What follows belongs to an exercise in optimizing a design on an open flow for a short achievable clock period and few clock cycles; a production flow would make more cautious choices.
The RTL was checked by simulation tests, not by an equivalence proof against the original design.
Power figures rest on the tool's default switching activity, not on a simulated workload.

## flow/config.mk

```make
export PLATFORM = sky130hd
export DESIGN_NAME = delta_stage
export DESIGN_NICKNAME = delta_stage
export VERILOG_FILES = /design/flow/design.v
export SDC_FILE = /design/flow/constraint.sdc
export NUM_CORES = 4
export LEC_CHECK = 0
export CAP_MARGIN = 20
export CORE_MARGIN = 2
export CORE_UTILIZATION = 30
export SLEW_MARGIN = 20
```

## flow/constraint.sdc

```tcl
create_clock -name core_clock -period 5.5 [get_ports {clk}]
set_input_delay 1.1000 -clock core_clock [delete_from_list [all_inputs] [get_ports {clk}]]
set_output_delay 1.1000 -clock core_clock [all_outputs]
set_load 0.01 [all_outputs]
```

## flow/design.v

```verilog
module delta_encoder (
    input  wire        clk,
    input  wire        rst,
    input  wire        in_valid,
    output wire        in_ready,
    input  wire [63:0] in_prev,
    input  wire [63:0] in_cur,
    input  wire        in_last,
    output wire        out_valid,
    input  wire        out_ready,
    output wire [7:0]  out_data,
    output wire        out_last,
    output wire [23:0] out_dirty
);
    localparam S_ACCEPT = 1'b0;
    localparam S_FLUSH  = 1'b1;
    reg        state;
    reg [7:0]  hdr;            
    reg [7:0]  pay [0:47];     
    reg [5:0]  npay;           
    reg [2:0]  slot;           
    reg [5:0]  rd;             
    reg        frame_end;      
    reg [23:0] dirty_cnt;      
    wire dirty = (in_prev[23:0]  != in_cur[23:0]) ||
                 (in_prev[55:32] != in_cur[55:32]);
    wire [47:0] rgb = {in_cur[55:32], in_cur[23:0]};
    assign in_ready  = (state == S_ACCEPT);
    assign out_valid = (state == S_FLUSH);
    assign out_data  = (rd == 6'd0) ? hdr : pay[rd - 6'd1];
    assign out_last  = frame_end && (rd == npay);
    assign out_dirty = dirty_cnt;
    integer i;
    always @(posedge clk) begin
        if (rst) begin
            state     <= S_ACCEPT;
            hdr       <= 8'd0;
            npay      <= 6'd0;
            slot      <= 3'd0;
            rd        <= 6'd0;
            frame_end <= 1'b0;
            dirty_cnt <= 24'd0;
        end else begin
            case (state)
                S_ACCEPT: begin
                    if (in_valid) begin
                        if (dirty) begin
                            hdr[3'd7 - slot] <= 1'b1;
                            for (i = 0; i < 6; i = i + 1)
                                pay[npay + i] <= rgb[8*i +: 8];
                            npay      <= npay + 6'd6;
                            dirty_cnt <= dirty_cnt + 24'd1;
                        end
                        slot <= slot + 3'd1;
                        if (slot == 3'd7 || in_last) begin
                            state     <= S_FLUSH;
                            rd        <= 6'd0;
                            frame_end <= in_last;
                        end
                    end
                end
                S_FLUSH: begin
                    if (out_ready) begin
                        if (rd == npay) begin
                            state <= S_ACCEPT;
                            hdr   <= 8'd0;
                            npay  <= 6'd0;
                            slot  <= 3'd0;
                            if (frame_end)
                                dirty_cnt <= 24'd0;
                        end else begin
                            rd <= rd + 6'd1;
                        end
                    end
                end
            endcase
        end
    end
endmodule
module delta_apply_parser (
    input  wire        clk,
    input  wire        rst,
    input  wire        in_valid,
    output wire        in_ready,
    input  wire [7:0]  in_data,
    input  wire        in_last,
    input  wire [31:0] cap,         
    output wire        out_valid,
    input  wire        out_ready,
    output wire        out_end,
    output wire [23:0] out_pair,
    output wire [47:0] out_rgb,
    output wire [1:0]  out_err,
    output wire [23:0] out_info,
    output wire [23:0] out_count
);
    localparam [2:0] S_HDR   = 3'd0;
    localparam [2:0] S_PAY   = 3'd1;
    localparam [2:0] S_EMIT  = 3'd2;
    localparam [2:0] S_DRAIN = 3'd3;
    localparam [2:0] S_END   = 3'd4;
    localparam [1:0] E_OK        = 2'd0;
    localparam [1:0] E_TRUNCATED = 2'd1;
    localparam [1:0] E_BUF_SMALL = 2'd2;
    reg [2:0]  state;
    reg [7:0]  mask;        
    reg [23:0] base;        
    reg [23:0] k;           
    reg [23:0] pos;         
    reg [23:0] hpos;        
    reg [47:0] q;           
    reg [2:0]  qn;          
    reg        seen_last;   
    reg [23:0] cnt;         
    reg [1:0]  err;
    reg [23:0] info;
    function [2:0] lead;
        input [7:0] h;
        begin
            if      (h[7]) lead = 3'd0;
            else if (h[6]) lead = 3'd1;
            else if (h[5]) lead = 3'd2;
            else if (h[4]) lead = 3'd3;
            else if (h[3]) lead = 3'd4;
            else if (h[2]) lead = 3'd5;
            else if (h[1]) lead = 3'd6;
            else           lead = 3'd7;
        end
    endfunction
    wire [2:0]  in_lead   = lead(in_data);
    wire [2:0]  mask_lead = lead(mask);
    wire [28:0] cap_pairs = cap[31:3];
    assign in_ready  = (state == S_HDR) || (state == S_PAY) || (state == S_DRAIN);
    assign out_valid = (state == S_EMIT) || (state == S_END);
    assign out_end   = (state == S_END);
    assign out_pair  = k;
    assign out_rgb   = q;
    assign out_err   = err;
    assign out_info  = info;
    assign out_count = cnt;
    always @(posedge clk) begin
        if (rst) begin
            state     <= S_HDR;
            mask      <= 8'd0;
            base      <= 24'd0;
            k         <= 24'd0;
            pos       <= 24'd0;
            hpos      <= 24'd0;
            qn        <= 3'd0;
            seen_last <= 1'b0;
            cnt       <= 24'd0;
            err       <= E_OK;
            info      <= 24'd0;
        end else begin
            case (state)
                S_HDR: begin
                    if (in_valid) begin
                        pos  <= pos + 24'd1;
                        hpos <= pos;
                        if (in_data == 8'd0) begin
                            base <= base + 24'd8;
                            if (in_last)
                                state <= S_END;
                        end else begin
                            k    <= base + {21'd0, in_lead};
                            mask <= in_data & ~(8'h80 >> in_lead);
                            qn   <= 3'd0;
                            if (in_last) begin
                                err   <= E_TRUNCATED;
                                info  <= pos;
                                state <= S_END;
                            end else begin
                                state <= S_PAY;
                            end
                        end
                    end
                end
                S_PAY: begin
                    if (in_valid) begin
                        pos <= pos + 24'd1;
                        q[8*qn +: 8] <= in_data;
                        qn <= qn + 3'd1;
                        if (qn == 3'd5) begin
                            if ({5'd0, k} >= cap_pairs) begin
                                err   <= E_BUF_SMALL;
                                info  <= k;
                                state <= in_last ? S_END : S_DRAIN;
                            end else begin
                                seen_last <= in_last;
                                state     <= S_EMIT;
                            end
                        end else if (in_last) begin
                            err   <= E_TRUNCATED;
                            info  <= hpos;
                            state <= S_END;
                        end
                    end
                end
                S_EMIT: begin
                    if (out_ready) begin
                        cnt <= cnt + 24'd1;
                        if (mask != 8'd0) begin
                            k    <= base + {21'd0, mask_lead};
                            mask <= mask & ~(8'h80 >> mask_lead);
                            qn   <= 3'd0;
                            if (seen_last) begin
                                err   <= E_TRUNCATED;
                                info  <= hpos;
                                state <= S_END;
                            end else begin
                                state <= S_PAY;
                            end
                        end else begin
                            base  <= base + 24'd8;
                            state <= seen_last ? S_END : S_HDR;
                        end
                    end
                end
                S_DRAIN: begin
                    if (in_valid && in_last)
                        state <= S_END;
                end
                S_END: begin
                    if (out_ready) begin
                        state     <= S_HDR;
                        mask      <= 8'd0;
                        base      <= 24'd0;
                        pos       <= 24'd0;
                        seen_last <= 1'b0;
                        cnt       <= 24'd0;
                        err       <= E_OK;
                        info      <= 24'd0;
                    end
                end
                default: state <= S_HDR;
            endcase
        end
    end
endmodule
module delta_stage (
    input  wire        clk,
    input  wire        rst,
    input  wire        enc_in_valid,
    output wire        enc_in_ready,
    input  wire [63:0] enc_in_prev,
    input  wire [63:0] enc_in_cur,
    input  wire        enc_in_last,
    output wire        enc_out_valid,
    input  wire        enc_out_ready,
    output wire [7:0]  enc_out_data,
    output wire        enc_out_last,
    output wire [23:0] enc_out_dirty,
    input  wire        dec_in_valid,
    output wire        dec_in_ready,
    input  wire [7:0]  dec_in_data,
    input  wire        dec_in_last,
    input  wire [31:0] dec_cap,
    output wire        dec_out_valid,
    input  wire        dec_out_ready,
    output wire        dec_out_end,
    output wire [23:0] dec_out_pair,
    output wire [47:0] dec_out_rgb,
    output wire [1:0]  dec_out_err,
    output wire [23:0] dec_out_info,
    output wire [23:0] dec_out_count
);
    delta_encoder u_enc (
        .clk       (clk),
        .rst       (rst),
        .in_valid  (enc_in_valid),
        .in_ready  (enc_in_ready),
        .in_prev   (enc_in_prev),
        .in_cur    (enc_in_cur),
        .in_last   (enc_in_last),
        .out_valid (enc_out_valid),
        .out_ready (enc_out_ready),
        .out_data  (enc_out_data),
        .out_last  (enc_out_last),
        .out_dirty (enc_out_dirty)
    );
    delta_apply_parser u_dec (
        .clk       (clk),
        .rst       (rst),
        .in_valid  (dec_in_valid),
        .in_ready  (dec_in_ready),
        .in_data   (dec_in_data),
        .in_last   (dec_in_last),
        .cap       (dec_cap),
        .out_valid (dec_out_valid),
        .out_ready (dec_out_ready),
        .out_end   (dec_out_end),
        .out_pair  (dec_out_pair),
        .out_rgb   (dec_out_rgb),
        .out_err   (dec_out_err),
        .out_info  (dec_out_info),
        .out_count (dec_out_count)
    );
endmodule
```

## flow/run.sh

```bash
#!/bin/bash
# synth_recipe.tcl (not shown) runs the flow's synth.tcl, then flattens the netlist and writes it again
# the make line also repeats each setting of config.mk as NAME=value (left out here)
make -C /OpenROAD-flow-scripts/flow DESIGN_CONFIG=/design/flow/config.mk WORK_HOME=/design/flow/orfs CLKGATE_MAP_FILE= SYNTH_SCRIPT=/design/flow/synth_recipe.tcl finish
```

==> summary.txt <==
==> power breakdown <==
group	internal, mW	leakage (nW)	total, mW	switching [mW]
clock network	2.81	1.16	5.04	2.23
registers	5.25	5.56	5.32	0.0730
logic	0.694	9.23	2.17	1.48
total	8.75	15.9	12.5	3.79
==> critical path, delay by kind of cell (launching register included) <==
family	cells	cell delay, ns
AOI/OAI and AO/OA	2	0.34
adders and majority gates	1	0.32
buffers and inverters	3	0.94
DFF	1	0.43
muxes	3	1.41
and+or+nand+nor	1	0.10
==> registers in the layout, indices dropped and copies added, names as in the netlist <==
signal and count:
u_enc.pay 384, u_dec.err 2, u_dec.qn 3, u_enc.state 1
u_dec.base 21, u_dec.hpos 24, u_enc.slot 3, u_dec.pos 24
u_dec.k 24, u_dec.state 3, u_dec.info 24, u_dec.q 48
u_dec.seen_last 1, u_dec.mask 8, u_enc.rd 6, u_enc.npay 5
u_enc.dirty_cnt 24, u_enc.frame_end 1, u_dec.cnt 24, u_enc.hdr 8
==> metrics by stage <==
step,util,cell area [um2]
3_5_place_dp,0.339,46100
5_1_grt,0.358,48600
4_1_cts,0.357,48500
3_3_place_gp,0.339,46100
6_report,0.358,48600
2_1_floorplan,-,41100
==> worst max-delay path by stage <==
stage / from / to / cells after the start
6_report: u_enc.rd[0] / enc_out_data[1] / 10
3_3_place_gp: enc_in_cur[39] / u_enc.pay[6][5] / 9
3_5_place_dp: enc_in_cur[34] / u_enc.pay[5][4] / 8
2_1_floorplan: dec_out_ready / u_dec.q[0] / 6
5_1_grt: u_enc.rd[0] / enc_out_data[0] / 10
4_1_cts: u_enc.rd[0] / enc_out_data[7] / 10
==> what timing repair did <==
| item | in CTS | in global routing |
|---|---|---|
| setup buffers | 0 | 0 |
| pin swaps | 0 | 0 |
| setup endpoints to repair | 7 | 8 |
| resized for setup | 10 | 8 |
==> placed cells by master, fill, tap and decap left out, types with 20 or more instances in the layout <==
master,count
nand2_1,577
edfxtp_1,432
nor2_1,423
clkdlybuf4s50_1,280
o21ai_0,261
buf_4,214
a21oi_1,213
dfxtp_1,205
a22oi_1,167
nand3_1,150
mux4_2,120
xnor2_1,98
a31oi_1,98
mux2i_1,91
a32oi_1,88
a22o_1,75
clkbuf_16,75
nor3_1,73
nand4_1,73
inv_1,66
and2_1,66
xor2_1,65
a211oi_1,60
ha_1,51
o22ai_1,50
and3_1,49
a221oi_1,47
a41oi_1,38
o21ai_1,34
or3_1,28
nand2b_1,20
o211ai_1,20
==> final cells by class <==
cell class              count  area, um2  share of cell area
inverters                  66        248             0.00510
repair buffers            520       4670              0.0962
clock inverters            35        418             0.00860
clock buffers             100       2020              0.0415
flip-flops and latches    638      17100               0.352
diodes                     11       27.5            0.000567
multi-input cells        3290      21900               0.450
well taps                1781       2230              0.0459
==> cells in the mapped netlist, drive strengths merged (18+ instances only) <==
cell type,instances
clkbuf,288
nor3,86
nor4,23
inv,66
buf,189
a22o,75
o22ai,50
ha,52
nand2b,20
a31oi,103
a21boi,18
a221oi,47
o21ai,297
a21oi,214
xor2,65
xnor2,100
nor2,430
or3,28
a32oi,88
edfxtp,432
dfxtp,206
a22oi,167
mux4,120
o211ai,20
a211oi,61
nand3,158
nand4,73
mux2i,97
nand2,578
and3,50
a41oi,38
and2,70
==> logic make-up (layout without fill, tap and decap cells) <==
kind of cell | Yosys count | count (layout) | synth area share
compound gates | 1297 | 1297 | 0.213
mux | 219 | 219 | 0.0899
other cells | 1 | 12 | 0.0000912
flops | 638 | 638 | 0.416
buf+inv | 543 | 721 | 0.0564
xor+xnor | 165 | 165 | 0.0352
fa+ha+maj | 52 | 52 | 0.0158
simple gates | 1556 | 1556 | 0.173
==> routing by layer <==
metal  global-route usage  vias up  part of all wire
li1                     -    17100                 -
met1                0.361    19700              0.38
met2                0.413     2969              0.42
met3                0.103      790              0.13
met4                0.174       20             0.071
met5              0.00206        -           0.00061
==> summary.md <==
| Metric | Value |
|---|---|
| Layout cell share with drive strength beyond 1 | 0.116 |
| NumNets Final | 4818 |
| Worst vdd ir | 0.217 mV |
| Fin Hold WS | 0.454 ns |
| Boundary pin count | 336 |
| EDFF count, synth | 432 |
| Total Neg Setup Slack | 0 ns |
| FILL cells | 13800 |
| Vias in the first global route | 37600 |
| Req. time, crit path | 4.40 ns |
| Finished Layout Cells | 6441 |
| WL per Instance | 32.3 um |
| Worst-path clk slew | 0.06 ns |
| Initial antenna violation count | 22 |
| Slew headroom | 0.160 |
| Status | finished clean |
| Setup violators final | 0 |
| Critical path capture point type | primary output |
| Mapped Nets | 4699 |
| Pre-CTS WS | 0.372 ns |
| Global route total overflow | 0 |
| Clock skew | 0.0359 ns |
| Library cells used by synthesis | 87 |
| Crit Path Category | flip-flop to primary output |
| Yosys warns | 2 |
| Vias after detailed routing | 40600 |
| Gate Count Post-Synth | 4471 |
| Clk buf depth | 3 |
| Worst-Margin Slew | 1.25 ns |
| Clk Latency, worst-skew pair | 0.72 ns |
| CTS buffer count | 74 |
| Main synth FF type | edfxtp_1 |
| Post-CTS Hold Buffers | 0 |
| Post-Route WL | 208000 um |
| Placed Cells | 6295 |
| Worst path max stage delay | 0.57 ns |
| Worst hold start | u_dec.hpos[19] |
| Hold Fails Final Rpt | 0 |
| R2R cell count | 9 |
| Via density | 6.31 |
| CP Launch Type | flip-flop |
| #FFs+latches synth | 638 |
| Die X | 374 um |
| GRT Overall Usage | 0.285 |
| Wire length of the first global-routing pass | 288000 um |
| Core area | 136000 um2 |
| FFs w/ async S/R, synth | 0 |
| Die area | 140000 um2 |
| WHS Path Cells | 2 |
| RR Endpoint | u_enc.pay[36][6] |
| Port bufs | 300 |
| DR iter-0 viols | 6036 |
| Mean Syn Cell Area | 9.19 um2 |
| Crit-path max FO | 46 |
| Synth area leader | edfxtp_1 |
| Fin crit share | 0.992 |
| Max stage delay cell, worst path | clkdlybuf4s50_1 |
| Hold worst-path end | u_dec.hpos[19] |
| Top-area cell type share of the netlist area | 0.316 |
| Largest net degree at the start of global routing | 85 |
| Synth top area cells | edfxtp_1 (32%), dfxtp_1 (10%), mux4_2 (6.6%) |
| FF-to-FF setup slack | 1.26 ns |
| Synthesized area | 41100 um2 |
| Initial Util | 0.303 |
| Die H | 374 um |
| Clock sink total | 638 |
| Fin. max-slew vios | 0 |
| Pleak | 15.9 nW |
| Worst Hold Class | flip-flop to flip-flop |
| TritonCTS clock tree | done |
| Seq/Total Area, Yosys | 0.416 |
| Drt drc | 0 |
| Clk root buf | clkbuf_16 |
| Maximum clock rate | 183 MHz |
| Worst-path cell chain | inv_1 -> ha_4 -> buf_12 -> mux4_2 -> mux4_2 -> mux2i_2 -> nand2_1 -> o21ai_0 -> o21ai_1 -> clkdlybuf4s50_1 |
| Power Dens Cells | 258 nW/um2 |
| Max Cap Violations | 0 |
| Synth-to-layout area growth | 18.2% |
| Core Rows | 135 |
| CP Data Arrival Time | 4.36 ns |
| Critical Path Most Common Cell | mux4_2 |
| Routed Antenna Nets | 0 |
| R2r startpoint | u_enc.npay[3] |
| Total power | 12.5 mW |
| Placer congestion estimate | 1.09 |
| Number of H-tree levels | 3 |
| Final worst path period need | 5.46 ns |
| PnR worst setup slack | 0.0432 ns |
| DR pass1 iterations | 9 |
| Dpl hpwl | 146000 um |
Testbench counts, summed over its fixed seeds: cycles 205,093.

[static timing again, ports no longer ideal]
How much do the figures lean on ideal ports? The routed layout below was timed once more, with nothing changed but the port constraints.
Step 1: set_driving_cell puts a clkbuf_16 on clk and a buf_2 on each other input, an assumption about the parent block.
Step 2 times the ports against the registers' clock, not the clock port: input delays grow and output delays shrink by t, the midpoint of the rising clock arrivals with the driver on.
a / b / c = ideal ports / drivers / drivers and shift; a / b = the first two.
shift t [ns]: 0.782
setup WS [ns]: 0.043 / -0.035 / 0.176
cell pins on the clock port's net: 1
After both steps setup and hold are still met in this run. The setup slack of this run moves by -0.078 ns with the drivers and by +0.133 ns with both steps.
